From an optimization exercise on the open Yosys and OpenROAD flow, aimed at small area, a short achievable clock period and few clock cycles; shortcuts taken in it are not production practice. The RTL was checked by simulation tests, not by an equivalence proof against the original design. Power and IR drop assume default switching activity.

Design piu, start of the top module:
module piu (
    input  wire        clk,
    input  wire        rst,
    input  wire        req_valid,
    input  wire        req_write,
    input  wire [2:0]  req_addr,
    input  wire [31:0] req_wdata,
    output wire        req_ready,
    output reg         rsp_valid,
    output reg  [31:0] rsp_data,
    output wire        mem_en,
    output wire [10:0] mem_addr,
    input  wire [63:0] mem_rdata
);
Size in the first run: roughly 4000 cells after synthesis, roughly 220 flip-flops, roughly 150 I/O pins.
clock: 10.0 ns
lec_check: 0
abc_area: 1
cap_margin: 20
core_margin: 2
core_utilization: 40
gpl_timing_driven: 1
setup_slack_margin: 5
slew_margin: 20
tns_end_percent: 100
standard.sh (not shown) runs the stock make flow with config.mk's settings and CLKGATE_MAP_FILE= SYNTH_SCRIPT=/design/flow/synth_recipe.tcl, a recipe that flattens the netlist after the stock synthesis.
==> flow/flow/run.sh <==
#!/bin/bash
# The standard layout (standard.sh, unchanged steps), with two changes
# in how it is made: the port buffers are sky130_fd_sc_hd__buf_2 instead of
# the delay cells buffer_ports picks by default (every port still gets its
# buffer), and timing repair aims 5.5 ns below the clock period instead of
# 5 ns. The SDC, its clock period and its I/O delays are unchanged.
set -euo pipefail
sed -E -e 's/^(make .*) "\$\{@:-finish\}"$/\1 "BUFFER_PORTS_ARGS=-buffer_cell sky130_fd_sc_hd__buf_2" "${@:-finish}"/' \
       -e 's/SETUP_SLACK_MARGIN=[0-9.]+/SETUP_SLACK_MARGIN=5.5/' standard.sh > standard_mod.sh
grep -q 'BUFFER_PORTS_ARGS' standard_mod.sh
grep -q 'SETUP_SLACK_MARGIN=5.5' standard_mod.sh
bash standard_mod.sh > standard.log 2>&1
Testbench counts at the start, summed over its fixed seeds: cycles 16,183.
Rerun with:
==> flow/flow/run.sh (replaced) <==
#!/bin/bash
# The standard layout (standard.sh, unchanged steps and settings), with
# the port buffers made from sky130_fd_sc_hd__buf_2 instead of the delay
# cells buffer_ports picks by default. Every port still gets its buffer.
set -euo pipefail
sed -E 's/^(make .*) "\$\{@:-finish\}"$/\1 "BUFFER_PORTS_ARGS=-buffer_cell sky130_fd_sc_hd__buf_2" "${@:-finish}"/' standard.sh > standard_ports.sh
grep -q 'BUFFER_PORTS_ARGS' standard_ports.sh
bash standard_ports.sh > standard.log 2>&1
Die area is unchanged. Power is lower by 3.6%. Final area is lower by 3.7%. Core utilization is lower by 1.8 points. Setup slack degrades by 0.099 ns. Clock skew is about the same. Routed wire length is lower by 3.0%. Area after synthesis is unchanged.
Rerun with:
==> flow/run.sh (new file) <==
#!/bin/bash
# synth_recipe.tcl (not shown) runs the flow's synth.tcl, then flattens the netlist and writes it again
# the make line also repeats each setting of config.mk as NAME=value (left out here)
make -C /OpenROAD-flow-scripts/flow DESIGN_CONFIG=/design/flow/config.mk WORK_HOME=/design/flow/orfs CLKGATE_MAP_FILE= SYNTH_SCRIPT=/design/flow/synth_recipe.tcl finish
removed: flow/flow/run.sh
removed: flow/standard.sh
Design area rose by 4.6%.
Clock skew fell by 0.0063 ns.
Cell count rose by 0.63%.
Routed wire length rose by 4.3%.
Worst hold slack is worse by 0.013 ns.
Synthesized area stays the same.
Count of clock-buffer cells in the layout rose by 1.
Rerun with:
==> flow/flow/run.sh (new file) <==
#!/bin/bash
# The standard layout (standard.sh, unchanged steps and settings), with
# the port buffers made from sky130_fd_sc_hd__buf_2 instead of the delay
# cells buffer_ports picks by default. Every port still gets its buffer.
set -euo pipefail
sed -E 's/^(make .*) "\$\{@:-finish\}"$/\1 "BUFFER_PORTS_ARGS=-buffer_cell sky130_fd_sc_hd__buf_2" "${@:-finish}"/' standard.sh > standard_ports.sh
grep -q 'BUFFER_PORTS_ARGS' standard_ports.sh
bash standard_ports.sh > standard.log 2>&1
==> flow/standard.sh (new file) <==
#!/bin/bash
# synth_recipe.tcl (not shown) runs the flow's synth.tcl, then flattens the netlist and writes it again
# the make line also repeats each setting of config.mk as NAME=value (left out here)
make -C /OpenROAD-flow-scripts/flow DESIGN_CONFIG=/design/flow/config.mk WORK_HOME=/design/flow/orfs CLKGATE_MAP_FILE= SYNTH_SCRIPT=/design/flow/synth_recipe.tcl "${@:-finish}"
--- a/flow/config.mk
+++ b/flow/config.mk
@@ -11,0 +12 @@
+export CTS_BUF_LIST = sky130_fd_sc_hd__clkbuf_4 sky130_fd_sc_hd__clkbuf_8
removed: flow/run.sh
Outcome: The changed run passed the timing, design-rule and antenna checks. Design area goes down by 4.3%. Maximum frequency goes up by 1.1%. Power goes down by 1.7%. Worst hold slack improved by 0.012 ns. Wire length goes down by 3.8%.

---

piu, a different RTL version from the one above (not shown whole).
For scale: roughly 3700 cells after synthesis, about 210 flip-flops, roughly 150 I/O pins, roughly 23000 sq um of cells after synthesis.
export LEC_CHECK = 0
export ABC_AREA = 1
export CAP_MARGIN = 20
export CORE_MARGIN = 2
export CORE_UTILIZATION = 40
export GPL_TIMING_DRIVEN = 1
export SETUP_SLACK_MARGIN = 5
export SLEW_MARGIN = 20
export TNS_END_PERCENT = 100
create_clock -name core_clock -period 10.0 [get_ports {clk}]
==> flow/flow/run.sh <==
#!/bin/bash
set -euo pipefail
sed -E 's/SETUP_SLACK_MARGIN=[0-9.]+/SETUP_SLACK_MARGIN=6.5/' standard.sh > standard_margin.sh
bash standard_margin.sh > standard.log 2>&1
The starting point ran to the end with no violations.
Testbench counts at the start, summed over its fixed seeds: cycles 18,215.
Then changed:
==> flow/run.sh (new file) <==
#!/bin/bash
# synth_recipe.tcl (not shown) runs the flow's synth.tcl, then flattens the netlist and writes it again
# the make line also repeats each setting of config.mk as NAME=value (left out here)
make -C /OpenROAD-flow-scripts/flow DESIGN_CONFIG=/design/flow/config.mk WORK_HOME=/design/flow/orfs CLKGATE_MAP_FILE= SYNTH_SCRIPT=/design/flow/synth_recipe.tcl finish
removed: flow/flow/run.sh
removed: flow/standard.sh
The new run finished clean.
Sequential share of layout area rises by 3.0 points.
Register-to-register slack degrades by 0.07 ns.
Non-clock buffer count falls by 299.
Maximum frequency falls by 4.9%.
Wire length falls by 12%.
Clock skew rises by 0.010 ns.
Synthesized cell count is unchanged.
Design area falls by 19%.

[static timing again, ports no longer ideal]
The results above use ideal ports. As a check the final layouts listed here were re-extracted and re-timed, cells and wires unchanged.
Step 1, drivers: a clkbuf_16 drives clk and a buf_2 each remaining input, both assumed.
Step 2, shift: input delay + t, output delay - t, t = (earliest + latest rising clock arrival at the registers) / 2. This alone moves slack from input paths to output paths.
Slacks: no drivers / after step 1 / after step 2; pairs: no drivers / after step 1.
run | shift t [ns] | slack for setup (ns) | latest minus earliest clock arrival (ns) | worst slew at a driven data input, ns
the first run of note 1 | 0.625 | 5.231 / 5.231 / 4.916 | 0.021 / 0.021 | 0.06
the second run of note 1 | 0.639 | 5.131 / 5.078 / 4.555 | 0.023 / 0.023 | 0.12
the third run of note 1 | 0.621 | 5.038 / 4.979 / 4.499 | 0.017 / 0.017 | 0.07
the fourth run of note 1 | 0.663 | 5.094 / 5.040 / 4.468 | 0.034 / 0.034 | 0.11
the first run of note 2 | 0.632 | 5.221 / 5.221 / 5.047 | 0.020 / 0.020 | 0.08
the second run of note 2 | 0.627 | 4.977 / 4.916 / 4.616 | 0.031 / 0.031 | 0.04
After both steps setup and hold are still met in every run listed. The setup slack of the fourth run of note 1, which loses most, moves by -0.054 ns with the drivers and by -0.626 ns with both steps.
